From an optimization exercise on the open Yosys and OpenROAD flow, aimed at small area, a short achievable clock period and few clock cycles per item; shortcuts taken in it are not production practice.
The RTL was checked by simulation tests, not by an equivalence proof against the original design.

## v10
// radix_codec_engine
module radix_codec_engine (
    input  wire         clk,
    input  wire         rst,
    input  wire         cmd_valid,
    output wire         cmd_ready,
    input  wire [279:0] cmd_word,
    output wire         rsp_valid,
    input  wire         rsp_ready,
    output wire [139:0] rsp_word
);
    reg          busy;       
    reg          comp;       
    reg          pend;       
    reg          sv;         
    reg  [1:0]   rk;
    reg          rs;
    reg  [47:0]  rv;
    reg  [3:0]   s_op;
    reg  [1:0]   s_rin, s_rout;
    reg          s_wf, s_cerr, s_dok;
    reg  [7:0]   s_code;
    reg  [63:0]  s_av, s_bv;
    reg  [4:0]   s_la, s_lb;
    reg          s_at, s_ai, s_na, s_bt, s_bi, s_nb;
    wire [3:0]   f_op;
    wire [1:0]   f_rin, f_rout;
    wire         f_wf, f_cerr, f_dok;
    wire [7:0]   f_code;
    wire [63:0]  f_av, f_bv;
    wire [4:0]   f_la, f_lb;
    wire         f_at, f_ai, f_na, f_bt, f_bi, f_nb;
    wire [1:0]   nk;
  ...
For scale: roughly 6600 cells after synthesis, about 430 I/O pins, roughly 47000 µm² of cells after synthesis.
export LEC_CHECK = 0
export ABC_AREA = 1
export CAP_MARGIN = 35
export CORE_MARGIN = 2
export CORE_UTILIZATION = 40
export SLEW_MARGIN = 35
export SYNTH_HIERARCHICAL = 1
export SYNTH_MINIMUM_KEEP_SIZE = 12000
create_clock -name core_clock -period 100.0 [get_ports {clk}]
standard.sh (not shown) runs the stock make flow with config.mk's settings and CLKGATE_MAP_FILE= SYNTH_SCRIPT=/design/flow/synth_recipe.tcl, a recipe that flattens the netlist after the stock synthesis.
==> flow/flow/run.sh <==
#!/bin/bash
# The standard layout (standard.sh), with two changes:
# - ORFS's area-oriented ABC mapping script is replaced by
#   flow/abc_area.script, which maps with more area recovery;
# - every input and output port still gets its buffer, but a plain
#   sky130_fd_sc_hd__buf_1 rather than the delay buffer buffer_ports picks.
# The synthesis script, the registers and every other step are the standard
# ones. The run's full output goes to standard_flow.log here.
set -euo pipefail
here=$(pwd)
rm -rf "$here/scripts_x"
cp -r "$FLOW_HOME/scripts" "$here/scripts_x"
cp "$here/flow/abc_area.script" "$here/scripts_x/abc_area.script"
bash "$here/standard.sh" SCRIPTS_DIR="$here/scripts_x" \
    "BUFFER_PORTS_ARGS=-buffer_cell sky130_fd_sc_hd__buf_1" finish \
    > "$here/standard_flow.log" 2>&1
==> flow/flow/abc_area.script <==
strash
&get -n
&fraig -x
&put
dc2
balance
rewrite
refactor
balance
rewrite
rewrite -z
balance
refactor -z
rewrite -z
balance
dc2
strash
&get -n
&dch -f
&nf -R 1000 -p -F 8 -A 4
&put
strash
&get -n
&dch -f
&nf -R 1000 -p -F 8 -A 4
&put
strash
&get -n
&dch -f
&nf -R 1000 -p -F 8 -A 4
&put
topo
stime -c
buffer -c
upsize -c
dnsize -c
Testbench counts of v10, summed over its fixed seeds: cycles 48,310, items 24,000.
### v10 -> v31
- SYNTH_MINIMUM_KEEP_SIZE removed (was 12000)
- PLACE_DENSITY newly set to 0.65
- CORE_UTILIZATION changed from 40 to 55
- SYNTH_HIERARCHICAL removed (was 1)
## What came out
Global routing usage summed across all routing layers in v31 is 9.0 points higher than in v10
Upper clock frequency limit of v31 falls short of that of v10 by a few percent.
Going from v10 to v31, the via count was found to have gone up by 239.
Compared with v10, in v31 cell row count decreased about 16%; wire length per cell after detailed routing decreased 6.8%.
Initial cell density of the core (lower): v10
Re shortest clock period the worst path allows after layout: v31 is 1.51 ns up on v10.
v31 vs. v10: via count of the first global-routing pass saw an increase; post-CTS repair timing setup buffer count saw little to no change; cell area saw a decrease.
Changes in v51 relative to v31:
- removing PLACE_DENSITY (formerly 0.65)
- changing CORE_UTILIZATION from 55 to 40
## What came out
- Going from v31 to v51, die area grew by about 37%; cell count climbed about 6%; final standard cell utilization of the core lower; placed instance area rose by about 2%.
- From v31 to v51 the numbers moved as follows: aggregate routed wire length now larger; setup-violating endpoint count in the final report was more or less identical; simple logic cell fraction of the synthesized area has remained practically unchanged.
The following lists how v39 was set up differently from v51:
- putting SYNTH_HIERARCHICAL at 1 where nothing was set
- putting SYNTH_MINIMUM_KEEP_SIZE at 9000 where nothing was set
### Flow results
v39 vs. v51: post-placement cell area level, fill cell instance count of the final layout moved up, final critical path time including I/O delays and setup moved up, core region area moved up.
On first-pass GRT wire length: between v39 and v51, it ends up lower for v39.
Min total met3 wirelength after detailed routing across v39 and v51: v51
Diff v51 -> v39: required time of the worst setup path did not really move; routed wire length went down.
Relative to v51, hold slack has increased by 0.025 ns in v39.
| finished layout cell area | v51 vs v39 | ≈ equal |
Setup changes, v39 to v43
- SYNTH_MINIMUM_KEEP_SIZE changed from 9000 to 12000
- PLACE_DENSITY newly set to 0.65
- CORE_UTILIZATION changed from 40 to 55
Notes after the runs:
No stage failed in v43, and the final checks on the layout all came back clean. v39 did not stop at any stage, and its layout met the timing, DRC and antenna checks. v43 against v39: least setup slack across all paths after layout went up; total via count in the routed design rose by 3632; die extent in y fell about 13%; minimum period implied by the final worst setup slack lower; initial core utilization increased 15 points. Compared with v39, design area in v43 increased slightly. On post-detailed-placement half-perimeter wirelength, v39 loses to v43. v43 and v39 ended up with roughly the same wire length after detailed routing. v43: global-route met1 utilization is 7.6 points higher than what v39 reported.

-- static timing again, ports no longer ideal --
In the flow no input, the clock included, has a driving cell. The finished layouts below were timed again as built, in two steps. Step 1 (the two cells are an assumption about what drives the block):
set clk [get_ports {clk}]
set_driving_cell -lib_cell sky130_fd_sc_hd__clkbuf_16 $clk
set_driving_cell -lib_cell sky130_fd_sc_hd__buf_2 [delete_from_list [all_inputs] $clk]
Step 2 also shifts input and output timing later by t, the mid clock arrival at the registers, as if the neighbouring blocks saw the same clock. Slacks: ideal ports / drivers / drivers and shift; pairs: ideal ports / drivers.
| run | t (ns) | slack for setup (ns) | worst register clock-pin slew, ns |
|---|---|---|---|
| v10 | 0.758 | 58.640 / 58.614 / 58.614 | 0.09 / 0.09 |
| v31 | 0.712 | 57.130 / 57.101 / 57.101 | 0.09 / 0.09 |
| v51 | 0.728 | 57.578 / 57.551 / 57.551 | 0.09 / 0.09 |
| v39 | 0.706 | 57.448 / 57.427 / 57.427 | 0.08 / 0.08 |
| v43 | 0.706 | 58.455 / 58.427 / 58.427 | 0.08 / 0.08 |
After both steps every run listed still meets setup and hold. The setup slack of v31, which loses most, moves by -0.029 ns with the drivers and by -0.029 ns with both steps.
